Background: an optimization exercise with open tools, aiming at small area and few clock cycles. Do not read the settings as production practice.
Only simulation tests tie the RTL to the original design; equivalence was not proved.

==> run Z <==
==> flow/design.v (excerpt) <==
module mfc_codec (
    input  wire        clk,
    input  wire        rst,           
    input  wire        cmd_valid,
    output wire        cmd_ready,
    input  wire [95:0] cmd_word,
    input  wire        din_valid,
    output wire        din_ready,
    input  wire [7:0]  din_data,
    output wire        val_valid,
    input  wire        val_ready,
    output wire [63:0] val_data,
    output wire        done,
    output wire [3:0]  done_code,
    output wire [3:0]  done_sub,
    output wire [31:0] done_res,
    output wire        rx_valid,
    output wire [16:0] rx_len,
    output wire        rsp_valid,
    output wire        rsp_trail,
    output reg  [15:0] rsp_tid,
    output reg  [15:0] rsp_pid,
    output reg  [15:0] rsp_len,
    output reg  [7:0]  rsp_unit,
    output reg  [7:0]  rsp_fc,
    output reg  [7:0]  rsp_bc
);
Settings: LEC_CHECK=0, CAP_MARGIN=20, CORE_MARGIN=2, CORE_UTILIZATION=60, CTS_CLUSTER_DIAMETER=150, CTS_CLUSTER_SIZE=24, SLEW_MARGIN=20; clock period 15.0 ns.
run.sh (not shown) runs the stock make flow with config.mk's settings and CLKGATE_MAP_FILE= SYNTH_SCRIPT=/design/flow/synth_recipe.tcl, a recipe that flattens the netlist after the stock synthesis.
==> inputs of run C, as changes to run Z <==
--- a/flow/design.v
+++ b/flow/design.v
@@ -39,32 +39,35 @@
     localparam RXKEEP = 263;
     localparam K_RESET  = 3'd0;
     localparam K_LOAD   = 3'd1;
     localparam K_DECODE = 3'd2;
     localparam K_VALUES = 3'd3;
     localparam K_VALUE  = 3'd4;
-    localparam K_ERR    = 3'd5;        
-    localparam K_VOOR   = 3'd6;        
+    localparam K_E0     = 3'd5;        
+    localparam K_E1     = 3'd6;        
+    localparam K_E2     = 3'd7;        
     localparam QD = 8;                 
     localparam QA = 3;
     reg [63:0]           ra [0:31];     
     reg [63:0]           rb [0:31];     
     reg [71:0]           hdr;           
     reg [55:0]           stg;           
     reg [63:0]           hold;          
     reg                  inj_pend;      
     reg                  inj_dual;      
     reg [4:0]            inj_row;
-    reg [4:0]            brot;          
-    reg [4:0]            arot;          
+    reg [4:0]            tc;            
+    reg [4:0]            bphase;        
+    reg [4:0]            aphase;        
     reg                  xfer_req;      
     reg                  xfer_act;      
     reg [2:0]            xfer_cnt;
     reg [2:0]            q_kind [0:QD-1];
     reg [2:0]            q_type [0:QD-1];
-    reg [6:0]            q_idx  [0:QD-1];
+    reg [7:0]            q_idx  [0:QD-1];
+    reg                  q_ihi  [0:QD-1];    
     reg [QA-1:0]         q_wp, q_rp;
     reg [QA:0]           q_cnt;
     reg                  ld_pend;       
     reg                  ld_busy;       
     reg [16:0]           ld_total;
     reg [16:0]           ld_cnt;
@@ -77,13 +80,13 @@
     reg [16:0]           rxl;
     reg                  rspv;
     reg                  trail;
     reg                  rdone;
     reg [3:0]            rcode;
     reg [3:0]            rsub;
-    reg [7:0]            rres;
+    reg [16:0]           rres;
     wire [7:0]  op       = cmd_word[95:88];
     wire [2:0]  c_type   = cmd_word[82:80];
     wire [15:0] c_index  = cmd_word[79:64];
     wire [23:0] c_nbytes = cmd_word[23:0];
     wire op_known = (op == OP_RESET) || (op == OP_LOADF) || (op == OP_DECODE) ||
                     (op == OP_VALUES) || (op == OP_VALUE);
@@ -94,61 +97,50 @@
             OP_VALUES: resv_bad = (|cmd_word[87:83]) || (|cmd_word[79:64]) || (|cmd_word[63:0]);
             OP_VALUE:  resv_bad = (|cmd_word[87:83]) || (|cmd_word[63:0]);
             default:   resv_bad = |cmd_word[87:0];
         endcase
     end
     reg [2:0] c_kind;
-    reg [2:0] c_tfield;                    
     always @(*) begin
-        c_tfield = c_type;
-        if (!op_known) begin
-            c_kind = K_ERR; c_tfield = 3'd0;
-        end else if (resv_bad) begin
-            c_kind = K_ERR; c_tfield = 3'd1;
-        end else if (op == OP_RESET)
-            c_kind = K_RESET;
-        else if (op == OP_LOADF && c_nbytes > 24'd65541) begin
-            c_kind = K_ERR; c_tfield = 3'd2;
-        end else if (op == OP_LOADF)
-            c_kind = K_LOAD;
-        else if (op == OP_DECODE)
-            c_kind = K_DECODE;
-        else if (op == OP_VALUES)
-            c_kind = K_VALUES;
-        else if (|c_index[15:7])
-            c_kind = K_VOOR;
-        else
-            c_kind = K_VALUE;
+        if (!op_known)                                     c_kind = K_E0;
+        else if (resv_bad)                                 c_kind = K_E1;
+        else if (op == OP_RESET)                           c_kind = K_RESET;
+        else if (op == OP_LOADF && c_nbytes > 24'd65541)   c_kind = K_E2;
+        else if (op == OP_LOADF)                           c_kind = K_LOAD;
+        else if (op == OP_DECODE)                          c_kind = K_DECODE;
+        else if (op == OP_VALUES)                          c_kind = K_VALUES;
+        else                                               c_kind = K_VALUE;
     end
     wire       h_valid = (q_cnt != 0);
     wire [2:0] h_kind  = q_kind[q_rp];
     wire [2:0] h_type  = q_type[q_rp];
-    wire [6:0] h_idx   = q_idx[q_rp];
+    wire [7:0] h_idx   = q_idx[q_rp];
+    wire       h_ihi   = q_ihi[q_rp];
     function [7:0] chunk_count(input [2:0] t, input [7:0] bc);
         case (t)
             3'd0, 3'd1:       chunk_count = {1'b0, bc[7:1]};
             3'd2, 3'd3, 3'd4: chunk_count = {2'b0, bc[7:2]};
             default:          chunk_count = {3'b0, bc[7:3]};
         endcase
     endfunction
     wire [7:0] h_count = chunk_count(h_type, rsp_bc);
-    wire       h_isval = (h_kind == K_VALUES) || (h_kind == K_VALUE) || (h_kind == K_VOOR);
-    wire       h_inrange = (h_kind == K_VALUES) ? (h_count != 8'd0) :
-                           (h_kind == K_VALUE)  ? ({1'b0, h_idx} < h_count) : 1'b0;
+    wire       h_isval = (h_kind == K_VALUES) || (h_kind == K_VALUE);
+    wire       h_inrange = (h_kind == K_VALUES) ? (h_count != 8'd0)
+                                                : (!h_ihi && (h_idx < h_count));
     wire       v_hold;
     wire       v_active = h_valid && !rdone && !v_hold && h_isval && rspv && h_inrange;
-    wire [6:0] v_chunk  = (h_kind == K_VALUES) ? vcur : h_idx;
+    wire [6:0] v_chunk  = (h_kind == K_VALUES) ? vcur : h_idx[6:0];
     wire       v_last   = (h_kind == K_VALUE) || ({1'b0, vcur} == h_count - 8'd1);
     wire [8:0] d_idx    = ld_cnt[8:0] - 9'd9;             
     wire       in_hdr   = (ld_cnt < 17'd9);
     wire       in_data  = !in_hdr && (ld_cnt < RXKEEP);
     wire [2:0] d_lane   = d_idx[2:0];
     wire [4:0] d_row    = d_idx[7:3];
     wire       closing  = in_data && ((d_lane == 3'd7) || (d_idx == 9'd253) || ld_last);
     wire [4:0] f_inj    = {inj_row[1:0], inj_row[4:2]};
-    wire       inj_now  = inj_pend && ((inj_row == 5'd0) || (brot + 5'd1 == f_inj));
+    wire       inj_now  = inj_pend && ((inj_row == 5'd0) || (tc == bphase - 5'd1 + f_inj));
     wire       din_ok   = !closing || ((!inj_pend || inj_now) && !xfer_req && !xfer_act);
     assign din_ready = ld_busy && din_ok;
     wire       din_take = din_valid && ld_busy && din_ok;
     wire       ld_fin   = din_take && ld_last;
     wire       xfer_go  = xfer_req && !xfer_act;
     wire       ld_ready = !ld_busy || ld_fin;
@@ -174,24 +166,24 @@
         if (h_kind == K_LOAD)
             cres = ld_total;
         else if (h_kind == K_RESET)
             ;
         else if (!h_isval) begin
             ccode = C_ILLEGAL;
-            csub  = {1'b0, h_type};
+            csub  = (h_kind == K_E0) ? 4'd0 : (h_kind == K_E1) ? 4'd1 : 4'd2;
         end else if (!rspv) begin
             ccode = C_PRECOND; csub = 4'd2;
         end else if (!h_inrange) begin
-            ccode = (h_kind == K_VALUES) ? C_OK : C_RANGE;
+            ccode = (h_kind == K_VALUE) ? C_RANGE : C_OK;
         end else
             cres = (h_kind == K_VALUE) ? 17'd1 : {9'd0, h_count};
     end
     assign done      = rdone | crec;
     assign done_code = rdone ? rcode : ccode;
     assign done_sub  = rdone ? rsub  : csub;
-    assign done_res  = {15'd0, rdone ? {9'd0, rres} : cres};
+    assign done_res  = {15'd0, rdone ? rres : cres};
     assign rx_valid  = load_now | (rxv & !rst_now);
     assign rx_len    = load_now ? ld_total : rst_now ? 17'd0 : rxl;
     assign rsp_valid = rspv & !rst_now;
     assign rsp_trail = trail & !rst_now;
     wire [7:0]  f_bc   = hdr[8*8 +: 8];
     wire [15:0] f_len  = {hdr[8*4 +: 8], hdr[8*5 +: 8]};
@@ -200,13 +192,13 @@
     wire        f_short = rxl < 17'd9;
     wire        f_lenbad = rxl != f_need;
     wire        f_bcbad  = f_avail < {9'b0, f_bc};
     wire t_w2 = (h_type == 3'd0) || (h_type == 3'd1);
     wire t_w4 = (h_type == 3'd2) || (h_type == 3'd3) || (h_type == 3'd4);
     wire [4:0] rowsel = t_w2 ? v_chunk[6:2] : t_w4 ? v_chunk[5:1] : v_chunk[4:0];
-    wire [4:0] rpos  = arot - {rowsel[1:0], rowsel[4:2]};
+    wire [4:0] rpos  = tc - aphase - {rowsel[1:0], rowsel[4:2]};
     wire [63:0] R = ra[rpos];
     assign v_hold = xfer_req || xfer_act || (inj_pend && inj_dual && (rowsel == inj_row));
     wire [7:0] b0 = R[7:0],   b1 = R[15:8],  b2 = R[23:16], b3 = R[31:24];
     wire [7:0] b4 = R[39:32], b5 = R[47:40], b6 = R[55:48], b7 = R[63:56];
     reg [15:0] r2;
     always @(*) begin
@@ -244,13 +236,13 @@
     integer k;
     always @(posedge clk) begin
         if (rst) begin
             rdone     <= 1'b0;
             rcode     <= 4'd0;
             rsub      <= 4'd0;
-            rres      <= 8'd0;
+            rres      <= 17'd0;
             rxv       <= 1'b0;
             rxl       <= 17'd0;
             rspv      <= 1'b0;
             trail     <= 1'b0;
             q_wp      <= {QA{1'b0}};
             q_rp      <= {QA{1'b0}};
@@ -264,20 +256,20 @@
             dec_adj   <= 1'b0;
             last_load <= 1'b0;
             vcur      <= 7'd0;
             inj_pend  <= 1'b0;
             inj_dual  <= 1'b0;
             inj_row   <= 5'd0;
-            brot      <= 5'd0;
-            arot      <= 5'd0;
+            tc        <= 5'd0;
+            bphase    <= 5'd0;
+            aphase    <= 5'd0;
             xfer_req  <= 1'b0;
             xfer_act  <= 1'b0;
             xfer_cnt  <= 3'd0;
         end else begin
-            brot <= brot + 5'd1;
-            arot <= arot + 5'd1;
+            tc <= tc + 5'd1;
             rdone <= 1'b0;
             if (h_retire)
                 q_rp <= q_rp + 1'b1;
             if (v_active && val_ready)
                 vcur <= v_last ? 7'd0 : vcur + 7'd1;
             if (rst_now) begin
@@ -290,13 +282,13 @@
                 rxv     <= 1'b1;
                 rxl     <= ld_total;
                 ld_pend <= 1'b0;
             end
             if (dec_now) begin
                 dec_pend <= 1'b0;
-                rdone <= 1'b1; rsub <= 4'd0; rres <= 8'd0;
+                rdone <= 1'b1; rsub <= 4'd0; rres <= 17'd0;
                 if (!rxv) begin
                     rcode <= C_PRECOND; rsub <= 4'd1;
                 end else begin
                     rspv  <= 1'b0;
                     trail <= 1'b0;
                     if (f_short)
@@ -314,13 +306,13 @@
                         rsp_bc   <= f_bc;
                         xfer_req <= 1'b1;
                         inj_dual <= inj_pend && !inj_now;
                         trail    <= f_avail > {9'b0, f_bc};
                         rspv     <= 1'b1;
                         rcode    <= C_OK;
-                        rres     <= f_bc;
+                        rres     <= {9'd0, f_bc};
                     end
                 end
             end
             if (din_take) begin
                 for (k = 0; k < 9; k = k + 1)
                     if (ld_cnt == k)
@@ -334,38 +326,39 @@
                     ld_busy <= 1'b0;
             end
             if (inj_now) begin
                 inj_pend <= 1'b0;
                 inj_dual <= 1'b0;
                 if (inj_row == 5'd0)
-                    brot <= 5'd0;
+                    bphase <= tc + 5'd1;
             end
             if (din_take && closing) begin
                 for (k = 0; k < 8; k = k + 1)
                     hold[8*k +: 8] <= (d_lane == k) ? din_data :
                                       (k < 7) ? stg[8*k +: 8] : 8'd0;
                 inj_pend <= 1'b1;
                 inj_row  <= d_row;
             end
             if (xfer_go) begin
                 xfer_req <= 1'b0;
                 xfer_act <= 1'b1;
                 xfer_cnt <= 3'd0;
-                arot     <= brot + 5'd1;
+                aphase   <= bphase;
             end
             if (inj_now && inj_dual && inj_row == 5'd0)
-                arot <= 5'd0;
+                aphase <= tc + 5'd1;
             if (xfer_act) begin
                 xfer_cnt <= xfer_cnt + 3'd1;
                 if (xfer_cnt == 3'd7)
                     xfer_act <= 1'b0;
             end
             if (q_push) begin
                 q_kind[q_wp] <= c_kind;
-                q_type[q_wp] <= c_tfield;
-                q_idx[q_wp]  <= c_index[6:0];
+                q_type[q_wp] <= c_type;
+                q_idx[q_wp]  <= c_index[7:0];
+                q_ihi[q_wp]  <= |c_index[15:8];
                 q_wp <= q_wp + 1'b1;
                 last_load <= (c_kind == K_LOAD);
                 if (c_kind == K_LOAD) begin
                     ld_pend  <= 1'b1;
                     ld_total <= c_nbytes[16:0];
                     ld_cnt   <= 17'd0;
==> flow/config.mk (replaced) <==
export PLATFORM = sky130hd
export DESIGN_NAME = mfc_codec
export DESIGN_NICKNAME = mfc_codec
export VERILOG_FILES = /design/flow/design.v
export SDC_FILE = /design/flow/constraint.sdc
export NUM_CORES = 4
export LEC_CHECK = 0
export CAP_MARGIN = 20
export CORE_MARGIN = 2
export CORE_UTILIZATION = 40
export SLEW_MARGIN = 20
==> summary of the runs <==
- Of run Z and run C, run C has the higher routed wire length (gap about 6.5%, measured against run C).
- Against run C, the count of clock-buffer cells in the layout of run Z is lower by 326.
- In run C the flip-flop and latch count is higher than in run Z, by 21.
- Against run Z, the non-clock buffer count of run C is higher by 22.
- Against run C, the area after synthesis of run Z is smaller by 1.6%.
==> figures <==
| metric | run Z | run C |
|---|---|---|
| Outcome | finished clean | finished clean |
| DP Cell Count | 11297 | 13008 |
| Clock latency (worst-skew pair) | 920 ps | 980 ps |
| Critical path's largest stage delay | 1040 ps | 930 ps |
| Maximum level of the CTS H-tree | 4 | 5 |
| Pin slew with the least headroom to its limit | 1200 ps | 1250 ps |
| Fraction of layout cells with a size suffix above 1 | 9.41% | 13.5% |
| Total number of vias | 68831 | 72728 |
| Area of the die | 207000 um2 | 315000 um2 |
| Fin crit share | 89.0% | 92.1% |
| Global-route wire length before repair | 464000 um | 503000 um |
| Clock-pin slew of the registers on the worst-case setup and hold paths | 90 ps | 60 ps |
| Synthesized area divided by synthesized cell count | 14.2 um2 | 14.0 um2 |
Testbench counts of run Z, summed over its fixed seeds: cycles 13,469.
Testbench counts of run C, summed over its fixed seeds: cycles 13,469.

## re-timing with driven ports
The flow's constraints put no driver on any port. The routed layouts listed below were extracted and timed again, unchanged, in two steps.
Step 1 assumes that a clkbuf_16 drives the clock port and a buf_2 every other input.
Step 2 moves the port delays by t, midway between the first and last clock arrival at a register: inputs arrive t later, outputs are due t later. That takes back most of the time a late clock gives input paths.
Slacks: ideal / step 1 / step 2; pairs: ideal / step 1.
| run | t, ns | slack for setup (ns) | hold slack, ns | worst setup path at the end | cell pins on the clock port's net |
|---|---|---|---|---|---|
| run Z | 0.982 | 1.647 / 1.552 / 2.535 | 0.300 / 0.300 / 0.300 | register to output | 1 |
| run C | 1.033 | 1.189 / 1.083 / 2.116 | 0.260 / 0.260 / 0.260 | register to output | 1 |
After both steps setup and hold are still met in every run listed.
